This design comes from an exercise in tuning for small area, a short achievable clock period and few clock cycles on the open sky130 flow, not from production work.
Function was checked by simulation only, so behaviour that the tests miss may differ from the original.
Power is estimated from default activity; no workload was simulated.

==> design/flow/design.v <==
module hash_engine (
    input  wire        clk,
    input  wire        rst,
    input  wire        cmd_valid,
    output wire        cmd_ready,
    input  wire [15:0] cmd_word,
    output reg         rsp_valid,
    input  wire        rsp_ready,
    output reg  [2:0]  rsp_code,
    output reg  [63:0] rsp_data
);
    localparam [63:0] K_GOLD = 64'h9E3779B97F4A7C15;
    localparam [63:0] K_M1   = 64'hFF51AFD7ED558CCD;
    localparam [63:0] K_M2   = 64'hC4CEB9FE1A85EC53;
    reg [63:0] acc;
    reg [4:0]  dig;
    reg [19:0] ca, cb, cc;
    reg [22:0] scr;
    reg [63:0] mix;
    reg        act, dv, ovf, az;
    reg [2:0]  err;
    wire [63:0] stat_word = {57'd0, err, az, ovf, dv, act};
    reg        mv, sv;
    reg [15:0] mw, sw;
    wire       exec;
    assign cmd_ready = ~sv;
    wire take = cmd_valid & ~sv;
    always @(posedge clk) begin
        if (rst) begin
            mv <= 1'b0;
            sv <= 1'b0;
        end else if (~mv | exec) begin
            if (sv) begin
                mv <= 1'b1;
                mw <= sw;
                sv <= 1'b0;
            end else begin
                mv <= take;
                if (take) mw <= cmd_word;
            end
        end else if (take) begin
            sv <= 1'b1;
            sw <= cmd_word;
        end
    end
    wire [3:0] op  = mw[15:12];
    wire [3:0] rsv = mw[11:8];
    wire [7:0] arg = mw[7:0];
    wire op_nop = op == 4'h0, op_start = op == 4'h1, op_push = op == 4'h2, op_fin = op == 4'h3,
         op_rdb = op == 4'h4, op_rdr = op == 4'h5, op_srst = op == 4'hF;
    wire fz = op_nop | op_start | op_fin | op_srst;
    wire fb = op_push | op_rdb | op_rdr;
    wire c_ill = (rsv != 4'd0) | ~(fz | fb) | (fz & (arg != 8'd0));
    wire c_phs = (op_push | op_fin) & ~act;
    wire c_ix  = (op_rdb & (arg > 8'd16)) | (op_rdr & (arg > 8'd7));
    wire c_nv  = (op_rdb | (op_rdr & (arg != 8'd0) & (arg != 8'd7))) & ~dv;
    wire [2:0] code = c_ill ? 3'd1 : c_phs ? 3'd2 : c_ix ? 3'd3 : c_nv ? 3'd4 : 3'd0;
    wire cok = ~(c_ill | c_phs | c_ix | c_nv);
    wire is_mixrd = cok & op_rdr & (arg[2:0] == 3'd6);
    wire is_rdb   = cok & op_rdb;
    wire is_serrd = cok & op_rdr & (arg[2:0] != 3'd6);
    wire is_spec  = ~cok | is_mixrd | is_rdb | is_serrd;
    wire [1:0] kind = ~cok ? 2'd0 : is_mixrd ? 2'd1 : is_rdb ? 2'd2 : 2'd3;
    wire is_fin   = cok & op_fin;
    wire is_srst  = cok & op_srst;
    wire is_start = cok & op_start;
    wire is_push  = cok & op_push;
    reg  [2:0] fexec, fcommit;      
    wire       nf0 = fexec == fcommit;
    reg  [5:0] tc;                  
    reg  [1:0] gh, gt;
    reg  [2:0] gn;
    reg  [5:0] g_cnt  [0:3];        
    reg  [2:0] g_code [0:3];
    reg  [1:0] g_kind [0:3];
    reg  [4:0] g_sel  [0:3];
    reg  [2:0] g_rq   [0:3];        
    reg        barrier;
    wire gq_empty = gn == 3'd0;
    wire gq_full  = gn == 3'd4;
    wire a_free, c_commit_block;
    wire can_exec = is_spec ? (~gq_full & (~is_serrd | (nf0 & gq_empty)))
                            : ((tc != 6'd63) & (~is_fin | a_free) & (~is_srst | (nf0 & gq_empty)));
    assign exec = mv & ~barrier & can_exec;
    wire [5:0] h_cnt  = g_cnt[gh];
    wire [1:0] h_kind = g_kind[gh];
    wire [4:0] h_sel  = g_sel[gh];
    wire       h_rdy  = (h_kind == 2'd0) | (h_kind == 2'd3) | (g_rq[gh] == fcommit);
    wire       out_free = ~rsp_valid | rsp_ready;
    wire       em_gz  = out_free & ~gq_empty & (h_cnt != 6'd0);
    wire       em_sp  = out_free & ~gq_empty & (h_cnt == 6'd0) & h_rdy;
    wire       em_tz  = out_free & gq_empty & (tc != 6'd0);
    function [7:0] hexdigit(input [3:0] v);
        hexdigit = (v < 4'd10) ? (8'h30 + {4'd0, v}) : (8'h57 + {4'd0, v});
    endfunction
    reg [63:0] rdr_value;
    always @(*) begin
        case (h_sel[2:0])
            3'd0: rdr_value = acc;
            3'd1: rdr_value = {59'd0, dig};
            3'd2: rdr_value = {44'd0, ca};
            3'd3: rdr_value = {44'd0, cb};
            3'd4: rdr_value = {44'd0, cc};
            3'd5: rdr_value = {41'd0, scr};
            3'd6: rdr_value = mix;
            default: rdr_value = stat_word;
        endcase
    end
    wire [3:0]  nib = mix[63 - 4 * h_sel[3:0] -: 4];
    wire [63:0] sp_data = (h_kind == 2'd0) ? 64'd0 :
                          (h_kind == 2'd1) ? mix :
                          (h_kind == 2'd2) ? (h_sel[4] ? 64'd0 : {56'd0, hexdigit(nib)}) :
                          rdr_value;
    wire [3:0] blk;
    genvar gi;
    generate
        for (gi = 0; gi < 4; gi = gi + 1) begin : g_blk
            wire [1:0] rel = gi[1:0] - gh;
            assign blk[gi] = ({1'b0, rel} < gn) & g_kind[gi] != 2'd0 & g_kind[gi] != 2'd3 & (g_rq[gi] == fcommit);
        end
    endgenerate
    assign c_commit_block = |blk;
    wire push_g = exec & is_spec;
    wire tc_dec = em_tz;
    wire [5:0] tc_after = tc - {5'd0, tc_dec};
    always @(posedge clk) begin
        if (rst) begin
            tc <= 6'd0; gh <= 2'd0; gt <= 2'd0; gn <= 3'd0;
            rsp_valid <= 1'b0;
            barrier <= 1'b0;
        end else begin
            if (em_gz | em_sp | em_tz) begin
                rsp_valid <= 1'b1;
                rsp_code  <= em_sp ? g_code[gh] : 3'd0;
                rsp_data  <= em_sp ? sp_data : 64'd0;
            end else if (rsp_ready) begin
                rsp_valid <= 1'b0;
            end
            if (em_gz) g_cnt[gh] <= h_cnt - 6'd1;
            if (em_sp) begin
                gh <= gh + 2'd1;
                if (h_kind == 2'd3) barrier <= 1'b0;
            end
            if (push_g) begin
                g_cnt[gt]  <= tc_after;
                g_code[gt] <= code;
                g_kind[gt] <= kind;
                g_sel[gt]  <= arg[4:0];
                g_rq[gt]   <= fexec;
                gt <= gt + 2'd1;
                tc <= 6'd0;
                if (is_serrd) barrier <= 1'b1;
            end else begin
                tc <= tc_after + {5'd0, exec};
            end
            gn <= gn + {2'd0, push_g} - {2'd0, em_sp};
        end
    end
    wire m10  = arg < 8'd10;
    wire m100 = ~m10 & (arg < 8'd100);
    wire [75:0] ax = {12'd0, acc};
    wire [75:0] t1 = m10 ? (ax << 3) : m100 ? (ax << 6) : (ax << 10);
    wire [75:0] t2 = m10 ? (ax << 1) : m100 ? (ax << 5) : ~(ax << 4);
    wire [75:0] t3 = m10 ? 76'd0     : m100 ? (ax << 2) : ~(ax << 3);
    wire [75:0] t4 = {66'd0, (m10 | m100) ? {2'b00, arg} : ({2'b00, arg} + 10'd2)};
    wire [75:0] exact = t1 + t2 + t3 + t4;
    localparam A_IDLE = 2'd0, A_RUN = 2'd1, A_DIG = 2'd2, A_DONE = 2'd3;
    reg [1:0]  a_st;
    reg [2:0]  a_cnt;
    reg [63:0] an;
    reg [76:0] bcd;
    reg [4:0]  a_d;
    wire       ab_go;
    assign a_free = (a_st == A_IDLE) | ab_go;
    wire fin_go = exec & is_fin;
    function [76:0] dd_step(input [76:0] x, input b);
        integer i;
        reg [79:0] t;
        begin
            t = {3'd0, x};
            for (i = 0; i < 19; i = i + 1)
                if (t[4*i +: 4] >= 4'd5) t[4*i +: 4] = t[4*i +: 4] + 4'd3;
            t = {t[78:0], b};
            dd_step = t[76:0];
        end
    endfunction
    reg [76:0] dd_out;
    integer s;
    always @(*) begin
        dd_out = bcd;
        for (s = 0; s < 8; s = s + 1)
            dd_out = dd_step(dd_out, an[63 - s]);
    end
    reg [4:0] ndig;
    integer di;
    always @(*) begin
        ndig = 5'd1;
        for (di = 1; di < 20; di = di + 1)
            if ({3'd0, bcd} >> (4 * di) != 80'd0) ndig = di[4:0] + 5'd1;
    end
    always @(posedge clk) begin
        if (rst) begin
            a_st <= A_IDLE;
        end else begin
            case (a_st)
            A_RUN: begin
                bcd   <= dd_out;
                an    <= {an[55:0], an[63:56]};
                a_cnt <= a_cnt + 3'd1;
                if (a_cnt == 3'd7) a_st <= A_DIG;
            end
            A_DIG: begin
                a_d  <= ndig;
                a_st <= A_DONE;
            end
            default: if (ab_go) a_st <= A_IDLE;
            endcase
            if (fin_go) begin
                an    <= acc;
                bcd   <= 77'd0;
                a_cnt <= 3'd0;
                a_st  <= A_RUN;
            end
        end
    end
    wire [4:0] a_div = a_d / 5'd3;
    wire [4:0] a_e   = a_d - a_div;
    wire [23:0] fmask = ~(24'hFFFFFF << (4 * a_div));
    wire [79:0] bcdx  = {3'd0, bcd};
    wire [23:0] c_bcd = bcdx[23:0] & fmask;
    wire [79:0] bsh   = bcdx >> (4 * a_div);
    wire [79:0] ash   = bcdx >> (4 * a_e);
    wire [23:0] b_bcd = bsh[23:0] & fmask;
    wire [23:0] a_bcd = ash[23:0] & fmask;
    function [19:0] bcd2bin(input [23:0] v);
        bcd2bin = {16'd0, v[3:0]} + 20'd10 * v[7:4] + 20'd100 * v[11:8] + 20'd1000 * v[15:12]
                + 20'd10000 * v[19:16] + 20'd100000 * v[23:20];
    endfunction
    localparam B_IDLE = 3'd0, B_MUL = 3'd1, B_SQ = 3'd2, B_SCR = 3'd3, B_DONE = 3'd4;
    reg [2:0]  b_st;
    reg [63:0] bn;
    reg [2:0]  bq;
    reg        dneg;
    reg [41:0] sx;       
    reg [22:0] srem;
    reg [20:0] sroot;
    reg [2:0]  b_cnt;
    wire       bc_go;
    wire       b_free = (b_st == B_IDLE) | bc_go;
    assign ab_go = (a_st == A_DONE) & b_free;
    wire [19:0] ap   = (ca == 20'd0) ? 20'd1 : ca;
    wire [22:0] ap2  = {2'b0, ap, 1'b0};
    wire [22:0] ap4  = {1'b0, ap, 2'b0};
    wire [22:0] ap6  = ap2 + ap4;
    wire [22:0] ap8  = {ap, 3'b0};
    wire [39:0] bb   = cb * cb;
    wire [39:0] acp  = ap * cc;
    wire [42:0] delta = {3'd0, bb} - {1'b0, acp, 2'b00};
    wire [42:0] dabs  = delta[42] ? (43'd0 - delta) : delta;
    function [2:0] q5(input [22:0] x, input [22:0] m2, input [22:0] m4, input [22:0] m6, input [22:0] m8);
        q5 = (x >= m8) ? 3'd4 : (x >= m6) ? 3'd3 : (x >= m4) ? 3'd2 : (x >= m2) ? 3'd1 : 3'd0;
    endfunction
    reg [22:0] sr_rem;
    reg [20:0] sr_root;
    reg [41:0] sr_x;
    reg [24:0] sr_t;
    integer k;
    always @(*) begin
        sr_rem = srem; sr_root = sroot; sr_x = sx;
        for (k = 0; k < 3; k = k + 1) begin
            sr_t = {sr_rem, sr_x[41:40]} - {2'b0, sr_root, 2'b01};
            if (!sr_t[24]) begin
                sr_rem  = sr_t[22:0];
                sr_root = {sr_root[19:0], 1'b1};
            end else begin
                sr_rem  = {sr_rem[20:0], sr_x[41:40]};
                sr_root = {sr_root[19:0], 1'b0};
            end
            sr_x = {sr_x[39:0], 2'b00};
        end
    end
    wire [2:0]  qq    = q5({2'b0, sroot}, ap2, ap4, ap6, ap8);
    wire [3:0]  rr    = dneg ? {1'b0, bq} : ({1'b0, bq} + {1'b0, qq});
    wire [20:0] ii    = dneg ? sroot : {18'd0, (qq >= bq) ? (qq - bq) : (bq - qq)};
    wire [22:0] scr_n = 23'd1000000 * rr + {2'b0, ii};
    wire srst_go = exec & is_srst;
    always @(posedge clk) begin
        if (rst | srst_go) begin
            dig <= 5'd0; ca <= 20'd0; cb <= 20'd0; cc <= 20'd0; scr <= 23'd0;
        end else begin
            if (ab_go) begin
                dig <= a_d;
                ca  <= bcd2bin(a_bcd);
                cb  <= bcd2bin(b_bcd);
                cc  <= bcd2bin(c_bcd);
            end
            if (b_st == B_SCR) scr <= scr_n;
        end
        if (rst) begin
            b_st <= B_IDLE;
        end else begin
            case (b_st)
            B_MUL: begin
                bq    <= q5({3'b0, cb}, ap2, ap4, ap6, ap8);
                dneg  <= delta[42];
                sx    <= dabs[41:0];
                srem  <= 23'd0;
                sroot <= 21'd0;
                b_cnt <= 3'd0;
                b_st  <= B_SQ;
            end
            B_SQ: begin
                sx    <= sr_x;
                srem  <= sr_rem;
                sroot <= sr_root;
                b_cnt <= b_cnt + 3'd1;
                if (b_cnt == 3'd6) b_st <= B_SCR;
            end
            B_SCR: b_st <= B_DONE;
            default: if (bc_go) b_st <= B_IDLE;
            endcase
            if (ab_go) begin
                bn   <= an;
                b_st <= B_MUL;
            end
        end
    end
    localparam C_IDLE = 2'd0, C_RUN = 2'd1, C_ADD = 2'd2, C_CMT = 2'd3;
    reg [1:0]  c_st;
    reg [1:0]  c_ph;
    reg [1:0]  c_j;
    reg [63:0] mc;
    reg [63:0] as, ac;
    wire c_commit = (c_st == C_CMT) & ~c_commit_block;
    wire c_free = (c_st == C_IDLE) | c_commit;
    assign bc_go = (b_st == B_DONE) & c_free;
    wire [63:0] kg_sh = c_j[0] ? (K_GOLD << 16) : K_GOLD;
    wire [63:0] xm = (c_ph == 2'd0) ? kg_sh : mc;
    wire [24:0] scr_y = {1'b0, scr, 1'b0};
    wire [64:0] k1_y = {K_M1, 1'b0};
    wire [64:0] k2_y = {K_M2, 1'b0};
    reg  [16:0] yw;
    always @(*) begin
        case (c_ph)
            2'd0:    yw = c_j[0] ? {8'd0, scr_y[24:16]} : scr_y[16:0];
            2'd1:    yw = k1_y[16 * c_j +: 17];
            default: yw = k2_y[16 * c_j +: 17];
        endcase
    end
    wire [63:0] rows [0:7];
    wire [7:0]  negs;
    genvar ri;
    generate
        for (ri = 0; ri < 8; ri = ri + 1) begin : g_booth
            wire neg = yw[2*ri+2];
            wire one = yw[2*ri+1] ^ yw[2*ri];
            wire two = (yw[2*ri+2] & ~yw[2*ri+1] & ~yw[2*ri]) | (~yw[2*ri+2] & yw[2*ri+1] & yw[2*ri]);
            wire [63:0] mag = one ? xm : two ? {xm[62:0], 1'b0} : 64'd0;
            assign rows[ri] = (neg ? ~mag : mag) << (2 * ri);
            assign negs[ri] = neg;
        end
    endgenerate
    wire [63:0] corr = {49'd0, negs[7], 1'b0, negs[6], 1'b0, negs[5], 1'b0, negs[4], 1'b0,
                        negs[3], 1'b0, negs[2], 1'b0, negs[1], 1'b0, negs[0]};
    function [127:0] csa(input [63:0] x, input [63:0] y, input [63:0] z);
        csa = {((x & y) | (x & z) | (y & z)) << 1, x ^ y ^ z};
    endfunction
    wire [127:0] l1a = csa(rows[0], rows[1], rows[2]);
    wire [127:0] l1b = csa(rows[3], rows[4], rows[5]);
    wire [127:0] l1c = csa(rows[6], rows[7], corr);
    wire [127:0] l2a = csa(l1a[63:0], l1a[127:64], l1b[63:0]);
    wire [127:0] l2b = csa(l1b[127:64], l1c[63:0], l1c[127:64]);
    wire [127:0] l3a = csa(l2a[63:0], l2a[127:64], l2b[63:0]);
    wire [127:0] l3b = csa(l2b[127:64], as, ac);
    wire [127:0] l4a = csa(l3a[63:0], l3a[127:64], l3b[63:0]);
    wire [127:0] l5a = csa(l4a[63:0], l4a[127:64], l3b[127:64]);
    wire [63:0] psum = as + ac;
    wire [63:0] h0   = mc ^ psum;
    wire [63:0] xs_h0 = h0 ^ (h0 >> 33);
    wire [63:0] xs_p  = psum ^ (psum >> 33);
    wire last_chunk = (c_ph == 2'd0) ? c_j[0] : (c_j == 2'd3);
    always @(posedge clk) begin
        if (rst) begin
            c_st <= C_IDLE;
        end else begin
            case (c_st)
            C_RUN: begin
                as  <= l5a[63:0];
                ac  <= l5a[127:64];
                if (c_ph != 2'd0) mc <= {mc[47:0], 16'd0};
                c_j <= c_j + 2'd1;
                if (last_chunk) c_st <= C_ADD;
            end
            C_ADD: begin
                as <= 64'd0; ac <= 64'd0; c_j <= 2'd0;
                if (c_ph == 2'd0) mc <= xs_h0; else mc <= xs_p;
                c_ph <= c_ph + 2'd1;
                c_st <= (c_ph == 2'd2) ? C_CMT : C_RUN;
            end
            default: if (c_commit) c_st <= C_IDLE;
            endcase
            if (bc_go) begin
                mc   <= bn;
                as   <= 64'd0;
                ac   <= 64'd0;
                c_ph <= 2'd0;
                c_j  <= 2'd0;
                c_st <= C_RUN;
            end
        end
    end
    always @(posedge clk) begin
        if (rst) begin
            acc <= 64'd0; mix <= 64'd0;
            act <= 1'b0; dv <= 1'b0; ovf <= 1'b0; az <= 1'b0; err <= 3'd0;
            fexec <= 3'd0; fcommit <= 3'd0;
        end else begin
            if (c_commit) begin
                mix <= mc;
                fcommit <= fcommit + 3'd1;
            end
            if (exec) begin
                if (~cok) begin
                    if (err == 3'd0) err <= code;
                end
                if (is_start) begin
                    acc <= 64'd0; ovf <= 1'b0; act <= 1'b1;
                end
                if (is_push) begin
                    acc <= exact[63:0];
                    if (exact[75:64] != 12'd0) ovf <= 1'b1;
                end
                if (is_fin) begin
                    act <= 1'b0; dv <= 1'b1;
                    az  <= (acc < 64'd100);
                    fexec <= fexec + 3'd1;
                end
                if (is_srst) begin
                    acc <= 64'd0; mix <= 64'd0;
                    act <= 1'b0; dv <= 1'b0; ovf <= 1'b0; az <= 1'b0; err <= 3'd0;
                end
            end
        end
    end
endmodule
==> design/flow/run.sh <==
#!/bin/bash
# synth_recipe.tcl (not shown) runs the flow's synth.tcl, then flattens the netlist and writes it again
# the make line also repeats each setting of config.mk as NAME=value (left out here)
make -C /OpenROAD-flow-scripts/flow DESIGN_CONFIG=/design/flow/config.mk WORK_HOME=/design/flow/orfs CLKGATE_MAP_FILE= SYNTH_SCRIPT=/design/flow/synth_recipe.tcl finish
==> design/flow/config.mk <==
export PLATFORM = sky130hd
export DESIGN_NAME = hash_engine
export DESIGN_NICKNAME = hash_engine
export VERILOG_FILES = /design/flow/design.v
export SDC_FILE = /design/flow/constraint.sdc
export NUM_CORES = 8
export LEC_CHECK = 0
export ABC_CLOCK_PERIOD_IN_PS = 5000
export CAP_MARGIN = 20
export CORE_MARGIN = 2
export CORE_UTILIZATION = 20
export SLEW_MARGIN = 20
==> design/flow/constraint.sdc <==
create_clock -name core_clock -period 18.0 [get_ports {clk}]
set_input_delay 3.6000 -clock core_clock [delete_from_list [all_inputs] [get_ports {clk}]]
set_output_delay 3.6000 -clock core_clock [all_outputs]
set_load 0.01 [all_outputs]
==> results by group <==
Worst setup path
  – Crit-path slowest cell: inv_1
  – WP data required: 18.61 ns
  – CP Launch Type: flip-flop
  – Worst Setup End Kind: flip-flop
  – CP most frequent cell: fa_1
  – Largest fanout on the critical path: 30
  – Crit-path leading delay family: adder cells
  – Kind of critical path: reg -> reg
  – Buf/Inv on CP: 11
  – R2R Setup Slk: 2.02 ns
  – Critical Path AT: 16.58 ns
  – Critical path's largest stage delay: 0.58 ns

Yosys
  – Netlist cell types: between 100 and 150
  – Mapped Nets: 21100
  – Post-synth top cells: inv_1, nand2_1, ha_1
  – Post-Syn Area: 152000 µm²
  – Post-synthesis register bit count: 930
  – Post-synth EDFFs: 675
  – Post-synth top flop: edfxtp_1
  – Register area share after synthesis: 0.167
  – Top-area cell type share of the netlist area: 0.169
  – Leading area contributor after synthesis: fa_1
  – Syn_area_per_cell: 8.36 µm²
  – Top-count cell post-synth: inv_1
  – Ys async rst share: 0
  – Area contributors post-synth: fa_1, edfxtp_1, ha_1, inv_1, a21oi_1
  – Post-Synthesis Cells: roughly 18000
  – Yosys warns: 1

Finish
  – Layout Nets: 20400
  – Fillers: 83100
  – Post-Layout Inst Area: 168000 µm²
  – Share of post-route cells with drive strength above 1: 0.0637
  – Syn-to-layout area delta: 10.7%
  – Non-Filler Instances: 27800

Timing
  – Slew @ Worst Pin: 1.26 ns
  – RSZ-0062 raised after global routing: no
  – Max Slew Vio Count: 0
  – Setup violators final: 0
  – Final Cycle Share: 0.888
  – Final Hold Vio Count: 0
  – Max-slew headroom at the worst pin: 0.157
  – Final min period: between 15 and 20 ns
  – F_max: 62.6 MHz
  – Setup TNS: 0 ns
  – Worst Skew: 0.148 ns

Routing
  – Via density: 4.96
  – Routed WL per cell: 20.3 µm
  – DRC Markers: 0
  – Drt initial violations: between 15000 and 20000
  – Detailed Route WL: 566 mm
  – Via count: ~140k
  – Remaining antenna violation count: 0
  – DR pass1 iterations: 12

Placed design
  – Placed insts: about 28000
  – Placed Area: between 150000 and 200000 µm²
  – PortBufs: 88
  – Final RePlAce weighted congestion: between 0.9 and 1
  – Final HPWL DP: 425 mm

GRT
  – Largest net degree at the start of global routing: roughly 130
  – Initial antenna violation count: 23
  – Final global-route overflow total: 0
  – Vias in the first global route: 135000
  – Total GRT Usage: 0.141
  – First-pass GRT wire length: 848 mm

Pwr
  – Leak: 71.7 nW
  – VDD IR max: 91.4 µV
  – PwrDens: around 56 nW/µm²

Floorplanning
  – DIE HEIGHT: between 800 and 900 µm
  – IO Pins: roughly 90
  – Die extent in x: 876 µm
  – Core area: about 760000 µm²
  – Die Footprint: 767000 µm²
  – Site Rows: 320
  – Initial Utilization: 0.200

Job
  – Max Cap Viol: 0

CTS
  – Reg clk slew, reported paths: 0.07 ns
  – Resized cells post-CTS: 0
  – Hold Buf Count CTS: 0
  – CTS Buffer Depth: 4
  – Root buffer cell: clkbuf_16
  – TritonCTS buffer count: 122
  – Worst skew pair latency: 0.98 ns
  – CTS tree: built
  – Post-CTS Setup Repair Bufs: 0
  – # clock sinks: just over 900
  – H-tree depth: 3

Run status
  – Outcome: complete, no violations

Hold path
  – Hold crit path type: reg -> reg
[through the flow]
| stage | util | worst slack [ns] | power [mW] | hold slack (ns) |
|---|---|---|---|---|
| 2_1_floorplan | - | 3.55 | 5.55 | 0.417 |
| 3_3_place_gp | 0.216 | 1.90 | 6.69 | 0.432 |
| 6_report | 0.222 | 2.02 | 9.37 | 0.395 |
| 4_1_cts | 0.222 | 1.99 | 9.42 | 0.410 |
| 3_5_place_dp | 0.216 | 1.99 | 6.78 | 0.432 |
| 5_1_grt | 0.222 | 1.06 | 10.0 | 0.423 |
[final cells by class]
| type | count | area, µm² | area share |
|---|---|---|---|
| Multi-Input combinational cell | 14000 | 115000 | 0.684 |
| Inverter | 2086 | 7840 | 0.0465 |
| Clock inverter | 78 | 868 | 0.00516 |
| Tap cell | 10100 | 12700 | 0.0753 |
| Timing Repair Buffer | 403 | 3270 | 0.0194 |
| Antenna cell | 7 | 17.5 | 0.000104 |
| Clock buffer | 148 | 3220 | 0.0191 |
| Sequential cell | 930 | 25400 | 0.151 |
[power by group]
part / switching (mW) / leakage, nW / total, mW / internal [mW]
Clock: 1.13 / 1.98 / 2.60 / 1.47
Sequential: 0.122 / 8.22 / 2.73 / 2.61
Combinational: 2.36 / 61.5 / 4.04 / 1.68
Total: 3.61 / 71.7 / 9.37 / 5.76
[cell usage in the layout, fill, tap and decap left out, drive strengths merged, types with 245 or more instances in the layout]
cell type	netlist	layout
a21o	388	388
dfxtp	255	255
nor3	261	261
nand3	293	293
ha	1551	1551
xnor2	522	522
and2	363	363
inv	2077	2091
o21ai	1087	1087
a21oi	1434	1434
a211oi	245	245
edfxtp	675	675
mux2i	360	360
o22ai	317	317
buf	105	316
fa	1283	1283
nor2	1200	1200
nand2	1648	1648
[worst paths after layout]
check	from	end	cells after the start
worst min-delay path	an[6]	bn[6]	0
worst max register to register	ca[17]	sx[31]	55
worst min register to register	an[6]	bn[6]	0
worst max-delay path	ca[17]	sx[31]	55
[state kept, by name (all words and copies together), names as in the netlist, 24 cells and up, named ones only]
name and count:
ac 62, acc 64, an 64, as 64, bcd 77, bn 64, g_cnt 24, mc 64
mix 64, rsp_data 64, sx 42
[cells by family after synthesis]
kind of cell	after synthesis	share of synthesized area
AND/OR/NAND/NOR	4948	0.155
multiplexers	595	0.0491
AO/OA/AOI/OAI	4904	0.209
XOR/XNOR	748	0.0433
flip-flops	930	0.167
buffers and inverters	3243	0.0804
adder cells (fa/ha/maj)	2834	0.296
[worst register-to-register path, delay by kind of cell, from the launching register on]
kind	cells	cell delay (ns)
DFF	1	0.31
and+or+nand+nor	8	1.92
buffers and inverters	11	2.00
xor gates and xnor gates	2	0.29
AOI/OAI and AO/OA	17	3.98
adders and majority gates	17	7.26
[per-layer routing]
metal  track usage  wire length, µm  vias to the layer above
met4        0.0653            31600                       10
li1              -                -                    62400
met5             0               66                        -
met1         0.186           236000                    67000
met2         0.217           241000                     7012
met3        0.0339            57600                     1609
Testbench counts, summed over its fixed seeds: cycles 5,710.

==> afterwards: timing with drivers on the ports <==
The flow's constraints put no driver on any port. The routed layout listed below was extracted and timed again, unchanged, in two steps.
Step 1, drivers: a clkbuf_16 drives clk and a buf_2 each remaining input, both assumed.
Step 2 times the ports against the registers' clock, not the clock port: input delays grow and output delays shrink by t, the midpoint of the rising clock arrivals with the driver on.
Three values: ideal ports, drivers, drivers and shift; two values: the first two.
t, ns: 1.043
slack for setup (ns): 2.024 / 2.024 / 2.024
hold WS [ns]: 0.395 / 0.395 / 0.395
latest minus earliest clock arrival (ns): 0.151 / 0.151
After both steps this run still meets setup and hold. The setup slack of this run moves by 0.000 ns with the drivers and by 0.000 ns with both steps.
